Background: an optimization exercise with open tools, aiming at small area, a short achievable clock period and few clock cycles. Do not read the settings as production practice. No functional check of the RTL was part of this run.

==> design/flow/design.v <==
module fbcore (
    input              clk,
    input              rst,             
    input              alloc_ok_mono,   
    input              alloc_ok_gray,
    input              cmd_valid,
    output             cmd_ready,
    input      [127:0] cmd,
    output reg         rsp_valid,
    output reg [39:0]  rsp,             
    output reg         mem_en,
    output reg         mem_we,
    output reg         mem_gray,        
    output reg [17:0]  mem_addr,
    output reg [7:0]   mem_wdata,
    input      [7:0]   mem_rdata,
    output reg         pd_req,
    output reg         pd_commit,       
    output reg         pd_gray,         
    input              pd_done
);
    localparam [15:0] PW = 16'd800;
    localparam [15:0] PH = 16'd600;
    localparam [7:0] ST_OK       = 8'h00;
    localparam [7:0] ST_ILLEGAL  = 8'h01;
    localparam [7:0] ST_RESERVED = 8'h02;
    localparam [7:0] ST_NOINIT   = 8'h03;
    localparam [7:0] OP_WRITE_PIXEL = 8'h01;
    localparam [7:0] OP_DRAW_PIXEL  = 8'h02;
    localparam [7:0] OP_HLINE       = 8'h03;
    localparam [7:0] OP_VLINE       = 8'h04;
    localparam [7:0] OP_FILL_RECT   = 8'h05;
    localparam [7:0] OP_LINE        = 8'h06;
    localparam [7:0] OP_START_WRITE = 8'h07;
    localparam [7:0] OP_END_WRITE   = 8'h08;
    localparam [7:0] OP_SET_ROT     = 8'h10;
    localparam [7:0] OP_GET_ROT     = 8'h11;
    localparam [7:0] OP_SET_MODE    = 8'h12;
    localparam [7:0] OP_SELECT_MODE = 8'h13;
    localparam [7:0] OP_GET_MODE    = 8'h14;
    localparam [7:0] OP_GET_WIDTH   = 8'h15;
    localparam [7:0] OP_GET_HEIGHT  = 8'h16;
    localparam [7:0] OP_SHOW        = 8'h20;
    localparam [2:0] S_IDLE   = 3'd0;
    localparam [2:0] S_DECODE = 3'd1;
    localparam [2:0] S_PIX    = 3'd2;    
    localparam [2:0] S_RD     = 3'd3;    
    localparam [2:0] S_WR     = 3'd4;    
    localparam [2:0] S_PD     = 3'd5;    
    localparam [2:0] S_RESP   = 3'd6;
    reg [2:0]   state;
    reg [1:0]   rot;
    reg [31:0]  mode;
    reg         init_ok;
    wire [15:0] lw = rot[0] ? PH : PW;
    wire [15:0] lh = rot[0] ? PW : PH;
    wire        mode_mono = (mode == 32'd1);
    wire        mode_gray = (mode == 32'd3);
    reg [127:0] cw;
    wire [7:0]  opc   = cw[127:120];
    wire [39:0] f_rsv = cw[119:80];
    wire [15:0] f_col = cw[79:64];
    wire [15:0] f3    = cw[63:48];
    wire [15:0] f2    = cw[47:32];
    wire [15:0] f1    = cw[31:16];
    wire [15:0] f0    = cw[15:0];
    wire [31:0] val   = cw[31:0];
    reg [7:0]   r_status;
    reg [31:0]  r_data;
    reg         is_line;
    reg [15:0]  color;
    reg signed [17:0] rx, ry, rx_start, rx_end, ry_end;
    reg signed [17:0] bx, by, bx_end;
    reg signed [18:0] berr;
    reg [16:0]  bdx, bdy;
    reg         bsteep, bystep_neg;
    reg [2:0]   pix_bit;    
    assign cmd_ready = (state == S_IDLE);
    reg        opc_valid;
    reg [4:0]  zero_fields;    
    always @(*) begin
        opc_valid   = 1'b1;
        zero_fields = 5'b00000;
        case (opc)
            OP_WRITE_PIXEL, OP_DRAW_PIXEL:      zero_fields = 5'b01100;
            OP_HLINE, OP_VLINE:                 zero_fields = 5'b01000;
            OP_FILL_RECT, OP_LINE:              zero_fields = 5'b00000;
            OP_START_WRITE, OP_END_WRITE,
            OP_GET_ROT, OP_GET_MODE,
            OP_GET_WIDTH, OP_GET_HEIGHT,
            OP_SHOW:                            zero_fields = 5'b11111;
            OP_SET_ROT, OP_SET_MODE,
            OP_SELECT_MODE:                     zero_fields = 5'b11100;
            default:                            opc_valid   = 1'b0;
        endcase
    end
    wire rsv_nonzero = (f_rsv != 40'd0)
                     | (zero_fields[4] & (f_col != 16'd0))
                     | (zero_fields[3] & (f3 != 16'd0))
                     | (zero_fields[2] & (f2 != 16'd0))
                     | (zero_fields[1] & (f1 != 16'd0))
                     | (zero_fields[0] & (f0 != 16'd0));
    wire signed [17:0] sx  = {{2{f0[15]}}, f0};
    wire signed [17:0] sy  = {{2{f1[15]}}, f1};
    wire signed [17:0] sf2 = {{2{f2[15]}}, f2};
    wire signed [17:0] sf3 = {{2{f3[15]}}, f3};
    wire signed [17:0] rect_w = (opc == OP_VLINE) ? 18'sd1 : sf2;
    wire signed [17:0] rect_h = (opc == OP_FILL_RECT) ? sf3 :
                                (opc == OP_VLINE)     ? sf2 : 18'sd1;
    wire signed [17:0] slw = {2'b00, lw};
    wire signed [17:0] slh = {2'b00, lh};
    wire signed [17:0] rect_xe = sx + rect_w;
    wire signed [17:0] rect_ye = sy + rect_h;
    wire signed [17:0] clip_xs = (sx < 0) ? 18'sd0 : sx;
    wire signed [17:0] clip_ys = (sy < 0) ? 18'sd0 : sy;
    wire signed [17:0] clip_xe = (rect_xe > slw) ? slw : rect_xe;
    wire signed [17:0] clip_ye = (rect_ye > slh) ? slh : rect_ye;
    wire rect_empty = (rect_w <= 0) | (rect_h <= 0)
                    | (clip_xs >= clip_xe) | (clip_ys >= clip_ye);
    wire signed [17:0] lx1 = sf2;
    wire signed [17:0] ly1 = sf3;
    wire signed [17:0] ddx = lx1 - sx;
    wire signed [17:0] ddy = ly1 - sy;
    wire [16:0] adx = ddx[17] ? -ddx[16:0] : ddx[16:0];
    wire [16:0] ady = ddy[17] ? -ddy[16:0] : ddy[16:0];
    wire        steep = ady > adx;
    wire signed [17:0] txa = steep ? sy  : sx;
    wire signed [17:0] tya = steep ? sx  : sy;
    wire signed [17:0] txb = steep ? ly1 : lx1;
    wire signed [17:0] tyb = steep ? lx1 : ly1;
    wire        lswap = txa > txb;
    wire signed [17:0] lxa = lswap ? txb : txa;
    wire signed [17:0] lya = lswap ? tyb : tya;
    wire signed [17:0] lxb = lswap ? txa : txb;
    wire signed [17:0] lyb = lswap ? tya : tyb;
    wire [16:0] l_dx = steep ? ady : adx;
    wire [16:0] l_dy = steep ? adx : ady;
    wire signed [17:0] px = is_line ? (bsteep ? by : bx) : rx;
    wire signed [17:0] py = is_line ? (bsteep ? bx : by) : ry;
    wire in_bounds = (px >= 0) & (px < slw) & (py >= 0) & (py < slh);
    wire [9:0] lpx = px[9:0];
    wire [9:0] lpy = py[9:0];
    reg  [9:0] x0, y0;
    always @(*) begin
        case (rot)
            2'd0: begin x0 = lpx;                      y0 = lpy;                      end
            2'd1: begin x0 = PW[9:0] - 10'd1 - lpy;    y0 = lpx;                      end
            2'd2: begin x0 = PW[9:0] - 10'd1 - lpx;    y0 = PH[9:0] - 10'd1 - lpy;    end
            default: begin x0 = lpy;                   y0 = PH[9:0] - 10'd1 - lpx;    end
        endcase
    end
    wire [17:0] mono_addr = y0 * 18'd100 + {11'd0, x0[9:3]};
    wire [17:0] gray_addr = y0 * 18'd400 + {9'd0, x0[9:1]};
    wire [7:0] mono_mask = 8'h80 >> pix_bit;
    wire [7:0] mono_byte = (color != 16'd0) ? (mem_rdata | mono_mask)
                                            : (mem_rdata & ~mono_mask);
    wire [7:0] gray_byte = pix_bit[0] ? {mem_rdata[7:4], 1'b0, color[2:0]}
                                      : {1'b0, color[2:0], mem_rdata[3:0]};
    wire        rect_last = (rx == rx_end - 1) & (ry == ry_end - 1);
    wire        line_last = (bx == bx_end);
    wire        prim_last = is_line ? line_last : rect_last;
    wire signed [18:0] berr_dec = berr - $signed({2'b00, bdy});
    task step_iter;
        begin
            if (is_line) begin
                bx <= bx + 18'sd1;
                if (berr_dec < 0) begin
                    by   <= bystep_neg ? by - 18'sd1 : by + 18'sd1;
                    berr <= berr_dec + $signed({2'b00, bdx});
                end else begin
                    berr <= berr_dec;
                end
            end else begin
                if (rx == rx_end - 1) begin
                    rx <= rx_start;
                    ry <= ry + 18'sd1;
                end else begin
                    rx <= rx + 18'sd1;
                end
            end
        end
    endtask
    always @(posedge clk) begin
        if (rst) begin
            state      <= S_IDLE;
            rot        <= 2'd0;
            mode       <= 32'hFFFF_FFFF;
            init_ok    <= alloc_ok_mono & alloc_ok_gray;
            rsp_valid  <= 1'b0;
            rsp        <= 40'd0;
            mem_en     <= 1'b0;
            mem_we     <= 1'b0;
            mem_gray   <= 1'b0;
            mem_addr   <= 18'd0;
            mem_wdata  <= 8'd0;
            pd_req     <= 1'b0;
            pd_commit  <= 1'b0;
            pd_gray    <= 1'b0;
            cw         <= 128'd0;
            r_status   <= ST_OK;
            r_data     <= 32'd0;
            is_line    <= 1'b0;
            color      <= 16'd0;
            rx         <= 18'sd0;
            ry         <= 18'sd0;
            rx_start   <= 18'sd0;
            rx_end     <= 18'sd0;
            ry_end     <= 18'sd0;
            bx         <= 18'sd0;
            by         <= 18'sd0;
            bx_end     <= 18'sd0;
            berr       <= 19'sd0;
            bdx        <= 17'd0;
            bdy        <= 17'd0;
            bsteep     <= 1'b0;
            bystep_neg <= 1'b0;
            pix_bit    <= 3'd0;
        end else begin
            rsp_valid <= 1'b0;
            mem_en    <= 1'b0;
            mem_we    <= 1'b0;
            case (state)
                S_IDLE: begin
                    if (cmd_valid) begin
                        cw    <= cmd;
                        state <= S_DECODE;
                    end
                end
                S_DECODE: begin
                    r_status <= ST_OK;
                    r_data   <= 32'd0;
                    state    <= S_RESP;
                    color    <= f_col;
                    if (!init_ok) begin
                        r_status <= ST_NOINIT;
                    end else if (!opc_valid) begin
                        r_status <= ST_ILLEGAL;
                        r_data   <= {24'd0, opc};
                    end else if (rsv_nonzero) begin
                        r_status <= ST_RESERVED;
                    end else begin
                        case (opc)
                            OP_WRITE_PIXEL, OP_DRAW_PIXEL,
                            OP_HLINE, OP_VLINE, OP_FILL_RECT: begin
                                is_line <= 1'b0;
                                if (opc == OP_WRITE_PIXEL || opc == OP_DRAW_PIXEL) begin
                                    rx       <= sx;
                                    ry       <= sy;
                                    rx_start <= sx;
                                    rx_end   <= sx + 18'sd1;
                                    ry_end   <= sy + 18'sd1;
                                    if ((mode_mono | mode_gray) && sx >= 0 && sx < slw
                                        && sy >= 0 && sy < slh)
                                        state <= S_PIX;
                                end else begin
                                    rx       <= clip_xs;
                                    ry       <= clip_ys;
                                    rx_start <= clip_xs;
                                    rx_end   <= clip_xe;
                                    ry_end   <= clip_ye;
                                    if ((mode_mono | mode_gray) && !rect_empty)
                                        state <= S_PIX;
                                end
                            end
                            OP_LINE: begin
                                is_line    <= 1'b1;
                                bx         <= lxa;
                                by         <= lya;
                                bx_end     <= lxb;
                                berr       <= $signed({3'b000, l_dx[16:1]});
                                bdx        <= l_dx;
                                bdy        <= l_dy;
                                bsteep     <= steep;
                                bystep_neg <= !(lya < lyb);
                                if (mode_mono | mode_gray)
                                    state <= S_PIX;
                            end
                            OP_SET_ROT: begin
                                rot <= val[1:0];
                            end
                            OP_GET_ROT: begin
                                r_data <= {30'd0, rot};
                            end
                            OP_SET_MODE: begin
                                mode <= val;
                            end
                            OP_SELECT_MODE: begin
                                if (val != mode) begin
                                    mode      <= val;
                                    pd_req    <= 1'b1;
                                    pd_commit <= 1'b0;
                                    pd_gray   <= (val != 32'd1);
                                    state     <= S_PD;
                                end
                            end
                            OP_GET_MODE: begin
                                r_data <= mode;
                            end
                            OP_GET_WIDTH: begin
                                r_data <= {16'd0, lw};
                            end
                            OP_GET_HEIGHT: begin
                                r_data <= {16'd0, lh};
                            end
                            OP_SHOW: begin
                                pd_req    <= 1'b1;
                                pd_commit <= 1'b1;
                                pd_gray   <= !mode_mono;
                                state     <= S_PD;
                            end
                            default: ;   
                        endcase
                    end
                end
                S_PIX: begin
                    if (in_bounds) begin
                        mem_en   <= 1'b1;
                        mem_we   <= 1'b0;
                        mem_gray <= mode_gray;
                        mem_addr <= mode_gray ? gray_addr : mono_addr;
                        pix_bit  <= mode_gray ? {2'b00, x0[0]} : x0[2:0];
                        state    <= S_RD;
                    end else begin
                        step_iter;
                        if (prim_last)
                            state <= S_RESP;
                    end
                end
                S_RD: begin
                    state <= S_WR;
                end
                S_WR: begin
                    mem_en    <= 1'b1;
                    mem_we    <= 1'b1;
                    mem_wdata <= mem_gray ? gray_byte : mono_byte;
                    step_iter;
                    state     <= prim_last ? S_RESP : S_PIX;
                end
                S_PD: begin
                    if (pd_done) begin
                        pd_req <= 1'b0;
                        state  <= S_RESP;
                    end
                end
                S_RESP: begin
                    rsp_valid <= 1'b1;
                    rsp       <= {r_status, r_data};
                    state     <= S_IDLE;
                end
                default: state <= S_IDLE;
            endcase
        end
    end
endmodule
==> design/flow/run.sh <==
#!/bin/bash
# synth_recipe.tcl (not shown) runs the flow's synth.tcl, then flattens the netlist and writes it again
# the make line also repeats each setting of config.mk as NAME=value (left out here)
make -C /OpenROAD-flow-scripts/flow DESIGN_CONFIG=/design/flow/config.mk WORK_HOME=/design/flow/orfs CLKGATE_MAP_FILE= SYNTH_SCRIPT=/design/flow/synth_recipe.tcl finish
==> design/flow/config.mk <==
export PLATFORM = sky130hd
export DESIGN_NAME = fbcore
export DESIGN_NICKNAME = fbcore
export VERILOG_FILES = /design/flow/design.v
export SDC_FILE = /design/flow/constraint.sdc
export NUM_CORES = 4
export LEC_CHECK = 0
export CAP_MARGIN = 20
export CORE_MARGIN = 2
export CORE_UTILIZATION = 40
export SLEW_MARGIN = 20
==> design/flow/constraint.sdc <==
create_clock -name core_clock -period 12.0 [get_ports {clk}]
set_input_delay 2.4000 -clock core_clock [delete_from_list [all_inputs] [get_ports {clk}]]
set_output_delay 2.4000 -clock core_clock [all_outputs]
set_load 0.01 [all_outputs]
==> run summary <==
* Reg-to-Reg Start: cw[5]$_SDFFE_PP0P_
* GPL Wtd Cong at 1.01
* Die H at 309 microns
* Final Setup Violations at 0
* Cells resized by post-CTS repair at 0
* HP Start: mem_addr[15]$_SDFFE_PP0P_
* TritonCTS clock tree: yes
* Die area at 0.0957 sq mm
* Worst Setup End Kind: flop
* Post-layout min period at 10.84 ns
* Seq cells post-synth at 487
* Area grow syn2layout at 13.7%
* Max Buffers Root-to-Sink at 3
* Core Footprint at 0.0921 sq mm
* Initial Util at between 40% and 50%
* Post-Layout Cell Count at 6396
* Design area at 0.0424 sq mm
* Initial DRC count at 4085
* Hold-fix buffers at CTS at 0
* I/O Buffers at 209
* Met1 wire length at 66.8 mm
* GRT Util Overall at 30.4%
* HPWL after DPL at roughly 110 mm
* Async SR Flop Fraction at 0%
* Post-synthesis cell type count at 99
* Max Cap Viol at 0
* DP Cell Count at roughly 6300
* Post-DP Area at 0.0404 sq mm
* Clock latency (worst-skew pair) at about 0.69 ns
* Clk_skew at 0.0616 ns
* # DRC at 0
* Worst setup margin at about 1.2 ns
* CTS clock-pin slew for the worst setup and hold paths at approximately 0.060 ns
* Post-route ant nets at 0
* First-pass GRT wire length at between 200 and 250 mm
* Worst hold slack at 0.444 ns
* Unrepaired setup endpoints after global routing: no
* Data required, critical path at around 13 ns
* Sink Count at 487
* Fin Setup TNS at 0 ns
* Post-synth EDFFs at 1
* CP max FO at 46
* Core Util, Final at between 40% and 50%
* Hold path endpoint: mem_addr[15]$_SDFFE_PP0P_
* Initial antenna violation count at 7
* Pre-Repair DR Iteration Count at 8
* Crit path kind: flop to flop
* Total CTS buffers at between 50 and 60
* WL/cell at 23.4 microns
* Vias in the first global route at 35100
* # rows at 111
* FF-to-FF path depth at 36
* Fin. Hold Viols at 0
* Boundary Pins at approximately 220
* Post-Synthesis Cells at 5088
* Root buffer cell: clkbuf_16
* Top sig layer: met5
* Share of cells above drive strength 1 at 5.75%
* Worst hold path depth at 2
* Crit path launch type: flop
* Ys flop type: dfxtp_1
* Syn Area/Cell at 7.33 sq um
* Setup Fix Bufs, Post-CTS at 0
* NumNets Final at 5535
* Reg2reg setup slack at 1.16 ns
* WL met2 at 63.6 mm
* CP peak stage delay at just over 1 ns
* Routed WL at 150 mm
* Worst-margin pin slew at 1.25 ns
* Remaining global-route overflow at 0
* Post-synthesis sequential area ratio at 26.2%
* Post-Place Worst Slack at 1.63 ns
* Die Wd at 309 microns
* R2r endpoint: bystep_neg$_SDFFE_PP0P_
* Cell mode on critical path: ha_1
* DR vias at approximately 38000
* Run status: finished clean
* Max Fclk at 0.0922 GHz
* Worst path slowest cell: o211a_1
* Vias per cell at 5.99
* Slew margin rel. at 16.7%
* Synthesized cell area at 0.0373 sq mm
* Worst hold-check path type: flop to flop
* Crit path DAT at roughly 11 ns
* Pin count of the biggest net entering global routing at around 150
* Met3 wire length at about 14 mm
* Period utilization at between 90% and 100%
* Yosys warns at 1
* Slew Limit Fails at 0
* H-tree depth at 2
Yosys cell counts (69+ instances only):
cell type | instances | area (sq um)
nand2_1 | 821 | 3080
a21oi_1 | 499 | 2500
dfxtp_1 | 486 | 9730
nor2_1 | 456 | 1710
clkbuf_1 | 291 | 1090
ha_1 | 274 | 3430
o21ai_0 | 231 | 1160
xnor2_1 | 188 | 1650
nand3_1 | 174 | 871
inv_1 | 172 | 646
nor3_1 | 122 | 611
mux2i_1 | 112 | 1120
a211oi_1 | 88 | 661
o211ai_1 | 82 | 616
xor2_1 | 82 | 718
a21o_1 | 69 | 518
logic make-up after synthesis:
group	Yosys count	synth area share, %
AND/OR/NAND/NOR	1993	24.5
flip-flops	487	26.2
XOR/XNOR	270	6.34
AO/OA/AOI/OAI	1386	23.7
other	1	0.0101
multiplexers	139	3.82
adder cells (fa/ha/maj)	287	9.89
buffers and inverters	525	5.53
area by class of cell:
type                            count  area (sq um)
Clock inverter                     35           434
Sequential cell                   487          9760
Tap cell                         1243          1560
Antenna cell                        3          7.51
Timing Repair Buffer              303          2820
Multi-Input combinational cell   4081         25600
Inverter                          175           657
Clock buffer                       69          1550
Fill cell                        9278         49700
metal layers:
layer  vias up  track usage, %
li1      18200               -
met1     18200            42.2
met2      1588            46.0
met3       305            6.85
met4         4            10.4
met5         -               0
registers in the layout, indices dropped and copies added, names as in the netlist, 2 cells and up, named ones only:
| name | count |
|---|---|
| bdx | 17 |
| bdy | 17 |
| berr | 19 |
| bx | 18 |
| bx_end | 16 |
| by | 18 |
| color | 16 |
| cw | 128 |
| mem_addr | 18 |
| mem_wdata | 8 |
| mode | 32 |
| pix_bit | 3 |
| r_data | 32 |
| r_status | 2 |
| rot | 2 |
| rsp | 34 |
| rx | 18 |
| rx_end | 18 |
| rx_start | 16 |
| ry | 18 |
| ry_end | 18 |
| state | 3 |
critical path, delay by kind of cell, from the launching register on:
family	cells	cell delay, ns
flip-flops	1	0.31
buffers and inverters	4	1.07
AO/OA/AOI/OAI	16	5.06
AND/OR/NAND/NOR	11	2.55
XOR/XNOR	1	0.37
adder cells (fa/ha/maj)	4	1.36
cells in the final DEF, fill, tap and decap left out, types with 92 or more instances in the layout:
master,synthesis,routed
a21oi_1,499,498
buf_4,9,92
clkdlybuf4s50_1,0,208
dfxtp_1,486,484
ha_1,274,274
inv_1,172,171
mux2i_1,112,112
nand2_1,821,818
nand3_1,174,173
nor2_1,456,455
nor3_1,122,119
o21ai_0,231,231
xnor2_1,188,188
worst max path at each step:
stage | from | to | slack [ns] | cells after the start
after floorplan | cw[17]$_SDFFE_PP0P_ | bystep_neg$_SDFFE_PP0P_ | 2.95 | 40
after global placement | cw[18]$_SDFFE_PP0P_ | bystep_neg$_SDFFE_PP0P_ | 1.62 | 32
after detailed placement | cw[18]$_SDFFE_PP0P_ | bystep_neg$_SDFFE_PP0P_ | 1.63 | 36
after CTS | cw[18]$_SDFFE_PP0P_ | bystep_neg$_SDFFE_PP0P_ | 1.55 | 36
after global routing | cw[18]$_SDFFE_PP0P_ | bystep_neg$_SDFFE_PP0P_ | 0.59 | 35
final | cw[5]$_SDFFE_PP0P_ | bystep_neg$_SDFFE_PP0P_ | 1.16 | 36

afterwards: timing with drivers on the ports:
How much do the figures lean on ideal ports? The routed layout below was timed once more, with nothing changed but the port constraints.
Step 1 assumes that a clkbuf_16 drives the clock port and a buf_2 every other input.
Step 2 adds t to the input delays and takes it off the output delays; t is the mean of the earliest and latest rising clock arrival at the registers after step 1. Input paths then give back, and output paths get back, about the clock's delay inside the block.
Three values: no drivers, after step 1, after step 2; two values: the first two.
t, ns: 0.730
slack for setup (ns): 1.159 / 1.159 / 1.159
worst setup path after step 2: register to register
slew at the worst register clock pin (ns): 0.07 / 0.07
After both steps this run still meets setup and hold. For this run, drivers alone change the setup slack by 0.000 ns; drivers and shift together by 0.000 ns.
